From an optimization exercise on the open Yosys and OpenROAD flow, aimed at small area, a short achievable clock period and few clock cycles; shortcuts taken in it are not production practice. No activity file was given, so power comes from the tool's default toggle rates.

==> flow/design.v <==
module sprite_renderer (
    input  wire        clk,
    input  wire        rst,
    input  wire [15:0] cfg_tile_mult,
    input  wire [16:0] cfg_tile_len,     
    input  wire [1:0]  cfg_pal_cnt,      
    input  wire [15:0] cfg_nent0,        
    input  wire [15:0] cfg_nent1,        
    input  wire        cfg_debug,
    input  wire        pal_we,
    input  wire        pal_slot,
    input  wire [3:0]  pal_idx,
    input  wire [15:0] pal_wdata,
    input  wire        start,
    input  wire [15:0] attr0,
    input  wire [15:0] attr1,
    input  wire [15:0] attr2,
    output wire        ready,
    output reg         tile_req,
    output reg  [13:0] tile_addr,
    input  wire        tile_gnt,
    input  wire [31:0] tile_rdata,
    output reg         pix_valid,
    output reg  [5:0]  pix_x,
    output reg  [5:0]  pix_y,
    output wire [31:0] pix_rgba,
    output reg         done,
    output wire [6:0]  spr_w,
    output wire [6:0]  spr_h,
    output reg         ev_tile_oor,
    output reg         ev_pidx_oor,
    output reg         ev_pnum_oor
);
    function [2:0] c8lo;
        input [4:0] c;
        begin
            case (c)
                5'd0,  5'd1,  5'd2,  5'd3,  5'd4:           c8lo = 3'd0;
                5'd5,  5'd6,  5'd7,  5'd8:                  c8lo = 3'd1;
                5'd9,  5'd10, 5'd11, 5'd12, 5'd13:          c8lo = 3'd2;
                5'd14, 5'd15, 5'd16, 5'd17:                 c8lo = 3'd3;
                5'd18, 5'd19, 5'd20, 5'd21, 5'd22:          c8lo = 3'd4;
                5'd23, 5'd24, 5'd25, 5'd26:                 c8lo = 3'd5;
                5'd27, 5'd28, 5'd29, 5'd30:                 c8lo = 3'd6;
                default:                                    c8lo = 3'd7;
            endcase
        end
    endfunction
    function [3:0] w_oh;
        input [1:0] shape;
        input [1:0] size;
        begin
            case ({shape, size})
                4'b00_00: w_oh = 4'b0001;  4'b00_01: w_oh = 4'b0010;
                4'b00_10: w_oh = 4'b0100;  4'b00_11: w_oh = 4'b1000;
                4'b01_00: w_oh = 4'b0010;  4'b01_01: w_oh = 4'b0100;
                4'b01_10: w_oh = 4'b0100;  4'b01_11: w_oh = 4'b1000;
                4'b10_00: w_oh = 4'b0001;  4'b10_01: w_oh = 4'b0001;
                4'b10_10: w_oh = 4'b0010;  4'b10_11: w_oh = 4'b0100;
                default:  w_oh = 4'b0001;
            endcase
        end
    endfunction
    function [3:0] h_oh;
        input [1:0] shape;
        input [1:0] size;
        begin
            case ({shape, size})
                4'b00_00: h_oh = 4'b0001;  4'b00_01: h_oh = 4'b0010;
                4'b00_10: h_oh = 4'b0100;  4'b00_11: h_oh = 4'b1000;
                4'b01_00: h_oh = 4'b0001;  4'b01_01: h_oh = 4'b0001;
                4'b01_10: h_oh = 4'b0010;  4'b01_11: h_oh = 4'b0100;
                4'b10_00: h_oh = 4'b0010;  4'b10_01: h_oh = 4'b0100;
                4'b10_10: h_oh = 4'b0100;  4'b10_11: h_oh = 4'b1000;
                default:  h_oh = 4'b0001;
            endcase
        end
    endfunction
    reg [14:0] pal0 [0:15];
    reg [14:0] pal1 [0:15];
    always @(posedge clk) begin
        if (pal_we) begin
            if (pal_slot)
                pal1[pal_idx] <= pal_wdata[14:0];
            else
                pal0[pal_idx] <= pal_wdata[14:0];
        end
    end
    reg st_idle, st_mul, st_sub, st_lim, st_run;
    assign ready = st_idle;
    wire accept = st_idle & start;
    reg [3:0]  wsel, hsel;       
    reg        hf, vf;
    reg        slot;
    wire [1:0] a_shape   = attr0[15:14];
    wire [1:0] a_size    = attr1[15:14];
    wire [3:0] a_pnum    = attr2[15:12];
    wire       a_pnum_ok = ({2'b00, a_pnum} < {4'b0000, cfg_pal_cnt});
    assign spr_w = {wsel, 3'b000};
    assign spr_h = {hsel, 3'b000};
    always @(posedge clk) begin
        if (st_idle) begin
            wsel        <= w_oh(a_shape, a_size);
            hsel        <= h_oh(a_shape, a_size);
            hf          <= ~attr0[8] & attr1[12];
            vf          <= ~attr0[8] & attr1[13];
            slot        <= a_pnum_ok & a_pnum[0];
            ev_pnum_oor <= ~a_pnum_ok;
        end
    end
    reg [11:0] tcnt_r;
    reg        dbg_r;
    reg        nbig_r;
    reg [3:0]  nlo_r;
    always @(posedge clk) begin
        tcnt_r   <= cfg_tile_len[16:5];
        dbg_r    <= cfg_debug;
        nbig_r   <= slot ? |cfg_nent1[15:4] : |cfg_nent0[15:4];
        nlo_r    <= slot ? cfg_nent1[3:0] : cfg_nent0[3:0];
    end
    reg [15:0] ms;               
    reg [10:0] ts;               
    reg        tbig;             
    reg [10:0] acc;
    reg        ovf;
    wire [11:0] acc_sum  = {1'b0, acc} + {1'b0, ts};
    wire        mul_last = ~(|ms[15:1]);
    always @(posedge clk) begin
        if (st_idle) begin
            ms   <= cfg_tile_mult;
            ts   <= {1'b0, attr2[9:0]};
            tbig <= 1'b0;
            acc  <= 11'd0;
            ovf  <= 1'b0;
        end else if (st_mul) begin
            ms   <= {1'b0, ms[15:1]};
            ts   <= {ts[9:0], 1'b0};
            tbig <= tbig | ts[10];
            if (ms[0]) begin
                acc <= acc_sum[10:0];
                ovf <= ovf | acc_sum[11] | tbig;
            end
        end
    end
    wire [12:0] dif  = {1'b0, tcnt_r} - {1'b0, ovf, acc};
    reg  [6:0]  dsat;
    always @(posedge clk) begin
        if (st_sub)
            dsat <= dif[12] ? 7'd0 : ((|dif[11:7]) ? 7'd127 : dif[6:0]);
    end
    wire [1:0] wlog = {wsel[3] | wsel[2], wsel[3] | wsel[1]};
    wire [1:0] hlog = {hsel[3] | hsel[2], hsel[3] | hsel[1]};
    wire [2:0] clog = {1'b0, wlog} + {1'b0, hlog};
    wire [6:0] ncells = 7'd1 << clog;
    wire       dsat_lt = (dsat < ncells);
    reg [31:0] w0, w1;
    reg [7:0]  m0, m1;
    reg        f0, f1;           
    reg        wp, rp;           
    reg        arr;              
    reg [7:0] in_draw, in_oor;
    integer k, j, i;
    always @(*) begin
        for (k = 0; k < 8; k = k + 1) begin
            in_draw[k] = ((|tile_rdata[4*k +: 4]) | dbg_r) &
                         (nbig_r | (tile_rdata[4*k +: 4] < nlo_r));
            in_oor[k]  = ((|tile_rdata[4*k +: 4]) | dbg_r) &
                         ~(nbig_r | (tile_rdata[4*k +: 4] < nlo_r));
        end
    end
    wire [31:0] aw = rp ? w1 : w0;
    wire [7:0]  am = rp ? m1 : m0;
    wire        af = rp ? f1 : f0;
    reg  [7:0] lower;                                    
    always @(*) begin
        lower[0] = 1'b0;
        for (j = 1; j < 8; j = j + 1)
            lower[j] = lower[j-1] | am[j-1];
    end
    wire [7:0] oh    = am & ~lower;
    wire [7:0] rem   = am & lower;
    wire       fin   = af & ~(|rem);
    wire       emit  = af & (|am);
    reg [3:0] sel_v;
    always @(*) begin
        sel_v = 4'd0;
        for (i = 0; i < 8; i = i + 1)
            sel_v = sel_v | ({4{oh[i]}} & aw[4*i +: 4]);
    end
    wire [2:0] sel_px = {oh[4] | oh[5] | oh[6] | oh[7],
                         oh[2] | oh[3] | oh[6] | oh[7],
                         oh[1] | oh[3] | oh[5] | oh[7]};
    reg [2:0] tx, ty, py;
    wire [2:0] twm1 = {wsel[3], wsel[3] | wsel[2], wsel[3] | wsel[2] | wsel[1]};
    reg [6:0] cells_left;
    wire      acc_gnt = tile_req & tile_gnt;
    wire f0_n = (f0 & ~(fin & ~rp)) | (arr & ~wp);
    wire f1_n = (f1 & ~(fin &  rp)) | (arr &  wp);
    wire occ0 = ~f0_n & ~f1_n;               
    wire occ1 = ~(f0_n & f1_n);              
    wire want_acc   = st_lim | (|cells_left[6:1]) |
                      (cells_left[0] & ~(&tile_addr[2:0]));
    wire want_noacc = st_lim ? (|dsat) : (|cells_left);
    always @(posedge clk) begin
        if (rst) begin
            st_idle  <= 1'b1;
            st_mul   <= 1'b0;
            st_sub   <= 1'b0;
            st_lim   <= 1'b0;
            st_run   <= 1'b0;
            tile_req <= 1'b0;
            f0 <= 1'b0; f1 <= 1'b0;
            wp <= 1'b0; rp <= 1'b0;
            arr      <= 1'b0;
            done     <= 1'b0;
        end else begin
            done <= 1'b0;
            arr  <= acc_gnt;
            if (accept) begin
                st_idle <= 1'b0;
                st_mul  <= 1'b1;
            end
            if (st_mul & mul_last) begin
                st_mul <= 1'b0;
                st_sub <= 1'b1;
            end
            if (st_sub) begin
                st_sub   <= 1'b0;
                st_lim   <= 1'b1;
                tile_req <= ~dif[12] & (|dif[11:0]);
            end
            if (st_lim) begin
                st_lim <= 1'b0;
                st_run <= 1'b1;
            end
            if (st_lim | st_run) begin
                if (acc_gnt)
                    tile_req <= want_acc & occ0;
                else
                    tile_req <= want_noacc & occ1;
            end
            if (st_run & ~(|cells_left) & ~arr & ~f0 & ~f1) begin
                st_run  <= 1'b0;
                st_idle <= 1'b1;
                done    <= 1'b1;
            end
            f0 <= f0_n;
            f1 <= f1_n;
            if (arr) wp <= ~wp;
            if (fin) rp <= ~rp;
        end
    end
    always @(posedge clk) begin
        if (st_sub)
            tile_addr <= {acc, 3'b000};
        else if (acc_gnt)
            tile_addr <= tile_addr + 14'd1;
        if (st_lim)
            cells_left <= dsat_lt ? dsat : ncells;
        else if (acc_gnt & (&tile_addr[2:0]))
            cells_left <= cells_left - 7'd1;
        if (st_idle)
            ev_tile_oor <= 1'b0;
        else if (st_lim)
            ev_tile_oor <= dsat_lt;
        if (st_idle)
            ev_pidx_oor <= 1'b0;
        else if (arr & (|in_oor))
            ev_pidx_oor <= 1'b1;
        if (arr & ~wp) begin
            w0 <= tile_rdata;
            m0 <= in_draw;
        end else if (af & ~rp) begin
            m0 <= rem;
        end
        if (arr & wp) begin
            w1 <= tile_rdata;
            m1 <= in_draw;
        end else if (af & rp) begin
            m1 <= rem;
        end
        if (st_idle) begin
            tx <= 3'd0; ty <= 3'd0; py <= 3'd0;
        end else if (fin) begin
            py <= py + 3'd1;
            if (&py) begin
                if (tx == twm1) begin
                    tx <= 3'd0;
                    ty <= ty + 3'd1;
                end else begin
                    tx <= tx + 3'd1;
                end
            end
        end
    end
    reg        p1v;
    reg [3:0]  p1n;
    reg [5:0]  p1x, p1y;
    reg [23:0] rgb;
    assign pix_rgba = {8'hFF, rgb};
    wire [5:0] xm = {6{hf}} & {wsel[3], wsel[3] | wsel[2], wsel[3] | wsel[2] | wsel[1], 3'b111};
    wire [5:0] ym = {6{vf}} & {hsel[3], hsel[3] | hsel[2], hsel[3] | hsel[2] | hsel[1], 3'b111};
    wire [14:0] pe = slot ? pal1[p1n] : pal0[p1n];
    always @(posedge clk) begin
        if (rst) begin
            p1v       <= 1'b0;
            pix_valid <= 1'b0;
        end else begin
            p1v       <= emit;
            pix_valid <= p1v;
        end
        p1n   <= sel_v;
        p1x   <= {tx, sel_px};
        p1y   <= {ty, py};
        pix_x <= p1x ^ xm;
        pix_y <= p1y ^ ym;
        rgb   <= {pe[14:10], c8lo(pe[14:10]),
                  pe[9:5],   c8lo(pe[9:5]),
                  pe[4:0],   c8lo(pe[4:0])};
    end
endmodule
==> flow/config.mk <==
export PLATFORM = sky130hd
export DESIGN_NAME = sprite_renderer
export DESIGN_NICKNAME = sprite_renderer
export VERILOG_FILES = /design/flow/design.v
export SDC_FILE = /design/flow/constraint.sdc
export NUM_CORES = 4
export LEC_CHECK = 0
export CAP_MARGIN = 20
export CORE_MARGIN = 2
export CORE_UTILIZATION = 40
export PLACE_DENSITY = 0.6
export SLEW_MARGIN = 20
==> flow/constraint.sdc <==
create_clock -name core_clock -period 8.0 [get_ports {clk}]
set_input_delay 1.6000 -clock core_clock [delete_from_list [all_inputs] [get_ports {clk}]]
set_output_delay 1.6000 -clock core_clock [all_outputs]
set_load 0.01 [all_outputs]
run.sh (not shown) runs the stock make flow with config.mk's settings and CLKGATE_MAP_FILE= SYNTH_SCRIPT=/design/flow/synth_recipe.tcl, a recipe that flattens the netlist after the stock synthesis.
Rerun with:
--- a/flow/design.v
+++ b/flow/design.v
@@ -92,6 +92,7 @@
     reg [3:0]  wsel, hsel;       
     reg        hf, vf;
     reg        slot;
+    reg [10:0] tsh;              
     wire [1:0] a_shape   = attr0[15:14];
     wire [1:0] a_size    = attr1[15:14];
     wire [3:0] a_pnum    = attr2[15:12];
@@ -108,38 +109,33 @@
             ev_pnum_oor <= ~a_pnum_ok;
         end
     end
+    reg [10:0] mult_r;
+    reg        mult_big;
     reg [11:0] tcnt_r;
     reg        dbg_r;
     reg        nbig_r;
     reg [3:0]  nlo_r;
     always @(posedge clk) begin
+        mult_r   <= cfg_tile_mult[10:0];
+        mult_big <= |cfg_tile_mult[15:11];
         tcnt_r   <= cfg_tile_len[16:5];
         dbg_r    <= cfg_debug;
         nbig_r   <= slot ? |cfg_nent1[15:4] : |cfg_nent0[15:4];
         nlo_r    <= slot ? cfg_nent1[3:0] : cfg_nent0[3:0];
     end
-    reg [15:0] ms;               
-    reg [10:0] ts;               
-    reg        tbig;             
     reg [10:0] acc;
     reg        ovf;
-    wire [11:0] acc_sum  = {1'b0, acc} + {1'b0, ts};
-    wire        mul_last = ~(|ms[15:1]);
+    wire [12:0] acc_sum = {1'b0, acc, 1'b0} + ((tsh[10]) ? {2'b00, mult_r} : 13'd0);
+    wire        mul_last = (tsh[9:0] == 10'b1000000000);
     always @(posedge clk) begin
         if (st_idle) begin
-            ms   <= cfg_tile_mult;
-            ts   <= {1'b0, attr2[9:0]};
-            tbig <= 1'b0;
-            acc  <= 11'd0;
-            ovf  <= 1'b0;
+            tsh <= {attr2[9:0], 1'b1};
+            acc <= 11'd0;
+            ovf <= 1'b0;
         end else if (st_mul) begin
-            ms   <= {1'b0, ms[15:1]};
-            ts   <= {ts[9:0], 1'b0};
-            tbig <= tbig | ts[10];
-            if (ms[0]) begin
-                acc <= acc_sum[10:0];
-                ovf <= ovf | acc_sum[11] | tbig;
-            end
+            tsh <= {tsh[9:0], 1'b0};
+            acc <= acc_sum[10:0];
+            ovf <= ovf | (|acc_sum[12:11]) | (tsh[10] & mult_big);
         end
     end
     wire [12:0] dif  = {1'b0, tcnt_r} - {1'b0, ovf, acc};
The changed run finished with timing, DRC and antenna clean.
Register-to-register slack is better by 180 ps.
Power goes down by 1.5%.
Wire length shrinks by 0.68%.
Clock power drops by about 1%.
Sequential cell count decreases by 5.
Area after synthesis drops by 1.1%.
Clock skew falls by 20 ps.
Global-route usage is about the same.
Fmax climbs by 4.7%.
Combinational power falls by 5.7%.
First-iteration DRC count came out lower by 9.8%.
Via count shrinks by 0.89%.
Die area fell by 1.1%.
Function was not checked in any run of this note: the RTL went through the layout flow alone.

---

Starts from the design.v that is shown in full above.
make LEC_CHECK=0 ABC_CLOCK_PERIOD_IN_PS=3000 CAP_MARGIN=20 CORE_MARGIN=2 CORE_UTILIZATION=40 PLACE_DENSITY=0.6 SETUP_SLACK_MARGIN=5 SLEW_MARGIN=20 finish   # period 8.0 ns
The first run finished clean.
Change:
--- a/flow/design.v
+++ b/flow/design.v
@@ -127,35 +127,39 @@
     wire        mul_last = ~(|ms[15:1]);
     always @(posedge clk) begin
         if (st_idle) begin
             ms   <= cfg_tile_mult;
             ts   <= {1'b0, attr2[9:0]};
             tbig <= 1'b0;
-            acc  <= 11'd0;
-            ovf  <= 1'b0;
-        end else if (st_mul) begin
+        end else begin
             ms   <= {1'b0, ms[15:1]};
             ts   <= {ts[9:0], 1'b0};
             tbig <= tbig | ts[10];
-            if (ms[0]) begin
-                acc <= acc_sum[10:0];
-                ovf <= ovf | acc_sum[11] | tbig;
-            end
+        end
+        if (st_idle) begin
+            acc  <= 11'd0;
+            ovf  <= 1'b0;
+        end else if (ms[0]) begin
+            acc <= acc_sum[10:0];
+            ovf <= ovf | acc_sum[11] | tbig;
         end
     end
     wire [12:0] dif  = {1'b0, tcnt_r} - {1'b0, ovf, acc};
     reg  [6:0]  dsat;
     always @(posedge clk) begin
         if (st_sub)
             dsat <= dif[12] ? 7'd0 : ((|dif[11:7]) ? 7'd127 : dif[6:0]);
     end
     wire [1:0] wlog = {wsel[3] | wsel[2], wsel[3] | wsel[1]};
     wire [1:0] hlog = {hsel[3] | hsel[2], hsel[3] | hsel[1]};
     wire [2:0] clog = {1'b0, wlog} + {1'b0, hlog};
-    wire [6:0] ncells = 7'd1 << clog;
-    wire       dsat_lt = (dsat < ncells);
+    reg  [6:0] hm;
+    always @(posedge clk)
+        hm <= 7'b1111111 << clog;
+    wire [6:0] ncells  = hm & ~{hm[5:0], 1'b0};
+    wire       dsat_lt = ~(|(dsat & hm));
     reg [31:0] w0, w1;
     reg [7:0]  m0, m1;
     reg        f0, f1;           
     reg        wp, rp;           
     reg        arr;              
     reg [7:0] in_draw, in_oor;
@@ -188,12 +192,13 @@
             sel_v = sel_v | ({4{oh[i]}} & aw[4*i +: 4]);
     end
     wire [2:0] sel_px = {oh[4] | oh[5] | oh[6] | oh[7],
                          oh[2] | oh[3] | oh[6] | oh[7],
                          oh[1] | oh[3] | oh[5] | oh[7]};
     reg [2:0] tx, ty, py;
+    reg       fin_d;
     wire [2:0] twm1 = {wsel[3], wsel[3] | wsel[2], wsel[3] | wsel[2] | wsel[1]};
     reg [6:0] cells_left;
     wire      acc_gnt = tile_req & tile_gnt;
     wire f0_n = (f0 & ~(fin & ~rp)) | (arr & ~wp);
     wire f1_n = (f1 & ~(fin &  rp)) | (arr &  wp);
     wire occ0 = ~f0_n & ~f1_n;               
@@ -278,13 +283,13 @@
             m1 <= in_draw;
         end else if (af & rp) begin
             m1 <= rem;
         end
         if (st_idle) begin
             tx <= 3'd0; ty <= 3'd0; py <= 3'd0;
-        end else if (fin) begin
+        end else if (fin_d) begin
             py <= py + 3'd1;
             if (&py) begin
                 if (tx == twm1) begin
                     tx <= 3'd0;
                     ty <= ty + 3'd1;
                 end else begin
@@ -292,30 +297,31 @@
                 end
             end
         end
     end
     reg        p1v;
     reg [3:0]  p1n;
-    reg [5:0]  p1x, p1y;
+    reg [2:0]  p1x;
     reg [23:0] rgb;
     assign pix_rgba = {8'hFF, rgb};
     wire [5:0] xm = {6{hf}} & {wsel[3], wsel[3] | wsel[2], wsel[3] | wsel[2] | wsel[1], 3'b111};
     wire [5:0] ym = {6{vf}} & {hsel[3], hsel[3] | hsel[2], hsel[3] | hsel[2] | hsel[1], 3'b111};
     wire [14:0] pe = slot ? pal1[p1n] : pal0[p1n];
     always @(posedge clk) begin
         if (rst) begin
             p1v       <= 1'b0;
             pix_valid <= 1'b0;
+            fin_d     <= 1'b0;
         end else begin
             p1v       <= emit;
+            fin_d     <= fin;
             pix_valid <= p1v;
         end
         p1n   <= sel_v;
-        p1x   <= {tx, sel_px};
-        p1y   <= {ty, py};
-        pix_x <= p1x ^ xm;
-        pix_y <= p1y ^ ym;
+        p1x   <= sel_px;
+        pix_x <= {tx, p1x} ^ xm;
+        pix_y <= {ty, py} ^ ym;
         rgb   <= {pe[14:10], c8lo(pe[14:10]),
                   pe[9:5],   c8lo(pe[9:5]),
                   pe[4:0],   c8lo(pe[4:0])};
     end
 endmodule
=>
- worst setup slack improves by 190 ps
- combinational power goes down by 5.3%
- maximum frequency goes up by 6.2%
- via count goes down by 5.3%
- first-iteration DRC count goes down by 2.5%
- power goes down by 2.3%
- wire length goes down by 3.3%
- clock-buffer cell count goes down by 6
- clock power goes down by about 4%
- cell count goes down by 3.3%
Function was not checked in any run of this note: the RTL went through the layout flow alone.

[afterwards: timing with drivers on the ports]
Ports are ideal in the flow. The routed layouts listed here were re-timed in OpenROAD.
Step 1, drivers: a clkbuf_16 drives clk and a buf_2 each remaining input, both assumed.
Step 2 adds t to the input delays and takes it off the output delays; t is the mean of the earliest and latest rising clock arrival at the registers after step 1. Input paths then give back, and output paths get back, about the clock's delay inside the block.
Three values: ideal ports, drivers, drivers and shift; two values: the first two.
run	t, ns	slack for setup (ns)	worst setup path after step 2	slew at the worst register clock pin (ns)	worst slew at a driven data input, ns
the first run of note 1	0.674	3.936 / 3.936 / 3.732	input to register	0.06 / 0.06	0.07
the second run of note 1	0.677	4.117 / 4.117 / 3.826	input to register	0.06 / 0.06	0.07
the first run of note 2	0.675	4.789 / 4.789 / 4.313	input to register	0.06 / 0.06	0.10
the second run of note 2	0.675	4.978 / 4.974 / 4.342	input to register	0.06 / 0.06	0.12
After both steps every run listed still meets setup and hold. The setup slack of the second run of note 2, which loses most, moves by -0.004 ns with the drivers and by -0.636 ns with both steps.
